Context: an optimization exercise on an open-source flow, tuned for small area, a short achievable clock period and few clock cycles. The choices shown serve that exercise and are no tape-out recipe. RTL that was checked went through simulation tests only; none was proved equivalent to the original.

==> inputs of run a <==
==> flow/design.v (excerpt) <==
module cic_seed (
    input  wire        clk,
    input  wire        rst,           
    input  wire        start,         
    input  wire [31:0] image_size,    
    output reg         ready,
    output reg         done,          
    output wire [31:0] seed,
    output wire [31:0] crc,
    output reg         img_req,
    output reg  [8:0]  img_addr,      
    input  wire        img_gnt,
    input  wire        img_rvalid,
    input  wire [63:0] img_rdata
);
==> flow/config.mk <==
export PLATFORM = sky130hd
export DESIGN_NAME = cic_seed
export DESIGN_NICKNAME = cic_seed
export VERILOG_FILES = /design/flow/design.v
export SDC_FILE = /design/flow/constraint.sdc
export NUM_CORES = 4
export LEC_CHECK = 0
export CAP_MARGIN = 20
export CORE_MARGIN = 2
export CORE_UTILIZATION = 40
export SLEW_MARGIN = 20
==> flow/constraint.sdc <==
create_clock -name core_clock -period 5.0 [get_ports {clk}]
set_input_delay 1.0000 -clock core_clock [delete_from_list [all_inputs] [get_ports {clk}]]
set_output_delay 1.0000 -clock core_clock [all_outputs]
set_load 0.01 [all_outputs]
standard.sh (not shown) runs the stock make flow with config.mk's settings and CLKGATE_MAP_FILE= SYNTH_SCRIPT=/design/flow/synth_recipe.tcl, a recipe that flattens the netlist after the stock synthesis.
==> flow/flow/run.sh <==
#!/bin/bash
# Own flow: the standard layout (standard.sh, unchanged ORFS steps and
# synthesis) with these changes:
#  - ORFS's scripts are copied to ./scripts and ABC's speed script replaced by
#    flow/abc.script (plain delay-oriented mapping without ABC's blanket
#    buffering and upsizing; the placer's repair sizes the critical cells);
#  - three-input XOR/XNOR cells are added to the don't-use list;
#  - the ports get a plain buffer cell;
#  - any extra ORFS variables listed in flow/vars.txt.
# Each tool's output goes to the ORFS logs under orfs/logs; make's own output
# goes to standard_make.log here.
set -euo pipefail
rm -rf scripts
cp -r "$FLOW_HOME/scripts" scripts
cp flow/abc.script scripts/abc_speed.script
PLATFORM_DONT_USE=$(sed -n '/^export DONT_USE_CELLS += /,/^$/p' "$FLOW_HOME/platforms/sky130hd/config.mk" \
    | sed 's/export DONT_USE_CELLS += //; s/\\//g' | tr -s ' \n' ' ')
EXTRA_DONT_USE="sky130_fd_sc_hd__xnor3_1 sky130_fd_sc_hd__xnor3_2 sky130_fd_sc_hd__xnor3_4 sky130_fd_sc_hd__xor3_1 sky130_fd_sc_hd__xor3_2 sky130_fd_sc_hd__xor3_4"
VARS=()
if [[ -f flow/vars.txt ]]; then
    while read -r line; do [[ -n "$line" ]] && VARS+=("$line"); done < flow/vars.txt
fi
bash standard.sh "SCRIPTS_DIR=$PWD/scripts" \
    "DONT_USE_CELLS=$PLATFORM_DONT_USE $EXTRA_DONT_USE" \
    "BUFFER_PORTS_ARGS=-buffer_cell sky130_fd_sc_hd__buf_2" \
    "${VARS[@]}" finish > standard_make.log 2>&1
==> flow/flow/abc.script <==
&get -n
&st
&dch
&nf
&put
==> flow/flow/vars.txt <==
CORE_UTILIZATION=70
PLACE_DENSITY=0.75
SETUP_SLACK_MARGIN=2.2
BUFFER_PORTS_ARGS=-buffer_cell sky130_fd_sc_hd__buf_1
CTS_BUF_LIST=sky130_fd_sc_hd__clkbuf_4 sky130_fd_sc_hd__clkbuf_8
==> run b (differences from run a) <==
--- a/flow/design.v
+++ b/flow/design.v
@@ -13,17 +13,19 @@
     input  wire        img_rvalid,
     input  wire [63:0] img_rdata
 );
     localparam [8:0] FIRST_WORD = 9'd8;     
     localparam [8:0] LAST_WORD  = 9'd511;   
     reg        req_on;      
     reg [1:0]  outst;       
-    reg [31:0] nc;          
-    reg        ka, kb, kc;
-    wire [31:0] x  = ~nc ^ img_rdata[31:0];
+    reg [31:0] c;           
+    reg        first;       
+    reg        s_lo, s8, s9, s10, s11, s12, s14, s15, s18;
+    wire [31:0] cm = ~(c | {32{first}});
+    wire [31:0] x  = ~cm ^ img_rdata[31:0];
     wire [31:0] dh = img_rdata[63:32];
     wire [31:0] cn;
     wire t0 = x[13] ^ x[3];
     wire t1 = x[11] ^ x[12];
     wire t2 = dh[7] ^ x[19];
     wire t3 = dh[0] ^ dh[22];
     wire t4 = x[4] ^ x[9];
@@ -194,24 +196,15 @@
     assign cn[31] = (t81 ^ ((x[0] ^ x[18]) ^ t114)) ^ ((t123 ^ t16) ^ (t36 ^ (t103 ^ t61)));
     wire take  = start & ready;
     wire grant = img_req & img_gnt;
     wire fin   = ~ready & ~req_on & (outst == 2'd0);
     wire       req_on_n = take ? (image_size[31:12] != 20'd0)
                                : req_on & ~(grant && img_addr == LAST_WORD);
     wire [1:0] outst_n  = outst + {1'b0, grant} - {1'b0, img_rvalid};
-    assign crc  = nc;
-    wire s_lo = ka | kb;                  
-    wire s8   = kb;                       
-    wire s9   = ka & kb;                  
-    wire s10  = kb & (ka | ~kc);          
-    wire s11  = ka;                       
-    wire s12  = ka | (kb & kc);           
-    wire s14  = ka & ~kb;                 
-    wire s15  = kb & ~ka;                 
-    wire s18  = ka & kb & kc;             
+    assign crc  = cm;
     assign seed = {13'd0, s18, 2'd0, s15, s14, s11, s12, s11, s10, s9, s8,
                    2'd0, {6{s_lo}}};
     always @(posedge clk) begin
         if (rst) begin
             ready   <= 1'b1;
             req_on  <= 1'b0;
             outst   <= 2'd0;
@@ -221,24 +214,34 @@
             done    <= fin;
             ready   <= take ? 1'b0 : (ready | fin);
             req_on  <= req_on_n;
             outst   <= outst_n;
             img_req <= req_on_n & ~outst_n[1];
         end
     end
-    wire m0 = (nc == 32'h6170A4A1);    
-    wire m1 = (nc == 32'h90BB6CB5);    
-    wire m2 = (nc == 32'h0B050EE0);    
-    wire m3 = (nc == 32'h98BC2C86);    
-    wire m4 = (nc == 32'hACC8580A);    
+    wire m0 = (cm == 32'h6170A4A1);    
+    wire m1 = (cm == 32'h90BB6CB5);    
+    wire m2 = (cm == 32'h0B050EE0);    
+    wire m3 = (cm == 32'h98BC2C86);    
+    wire m4 = (cm == 32'hACC8580A);    
     always @(posedge clk) begin
         if (take)
             img_addr <= FIRST_WORD;
         else if (grant)
             img_addr <= img_addr + 9'd1;
-        if (img_rvalid | take)
-            nc <= ~(cn | {32{take}});
-        ka <= m0 | m1 | m2;
-        kb <= m0 | m1 | m3 | m4;
-        kc <= m0 | m3;
+        if (img_rvalid)
+            c <= cn;
+        if (take)
+            first <= 1'b1;
+        else if (img_rvalid)
+            first <= 1'b0;
+        s_lo <= m0 | m1 | m2 | m3 | m4;
+        s8   <= m0 | m1 | m3 | m4;
+        s9   <= m0 | m1;
+        s10  <= m0 | m1 | m4;
+        s11  <= m0 | m1 | m2;
+        s12  <= m0 | m1 | m2 | m3;
+        s14  <= m2;
+        s15  <= m3 | m4;
+        s18  <= m0;
     end
 endmodule
==> flow/flow/vars.txt (replaced) <==
CORE_UTILIZATION=60
PLACE_DENSITY=0.7
SETUP_SLACK_MARGIN=2.2
BUFFER_PORTS_ARGS=-buffer_cell sky130_fd_sc_hd__buf_1
CTS_BUF_LIST=sky130_fd_sc_hd__clkbuf_4
==> qor summary <==
metric	run a	run b
Synthesized cell area	6530 um^2	6680 um^2
Simple-gate share of the synthesized area	11.0%	9.75%
Pre-CTS WS	1.24 ns	1.27 ns
Starting Density	71.4%	61.6%
Instance count after placement with tap cells included	957	1007
Sequential share of the synthesized area	20.2%	21.9%
Area share of xor/xnor cells in the synthesized design	60.2%	62.2%
Post-synthesis compound-gate area fraction	3.87%	1.33%
Clock sink count	50	57
Post-Synthesis Cells	710	721
Run status	did not finish	no timing/DRC/antenna violations
Last stage reached	5_1_grt	-
Post-CTS Setup Inserts	5	6
Half-perimeter wire length after detailed placement	18100 um	19200 um
Number of resized instances in the post-cts repair step	83	55
Testbench counts of run b, summed over its fixed seeds: cycles 32,456.
For run a, only the layout was checked, not whether the RTL still works.

-- what the ideal ports hide --
The flow's constraints put no driver on any port. The routed layout listed below was extracted and timed again, unchanged, in two steps. Step 1 (the two cells are an assumption about what drives the block):
set clk [get_ports {clk}]
set_driving_cell -lib_cell sky130_fd_sc_hd__clkbuf_16 $clk
set_driving_cell -lib_cell sky130_fd_sc_hd__buf_2 [delete_from_list [all_inputs] $clk]
Step 2 also shifts input and output timing later by t, the mid clock arrival at the registers, as if the neighbouring blocks saw the same clock. Three values: no drivers, after step 1, after step 2; two values: the first two.
run: run b
t (ns): 0.442
slack for setup (ns): 2.075 / 2.075 / 1.718
worst hold slack (ns): 0.513 / 0.513 / 0.513
After both steps setup and hold are still met in run b. The setup slack of run b moves by 0.000 ns with the drivers and by -0.357 ns with both steps.
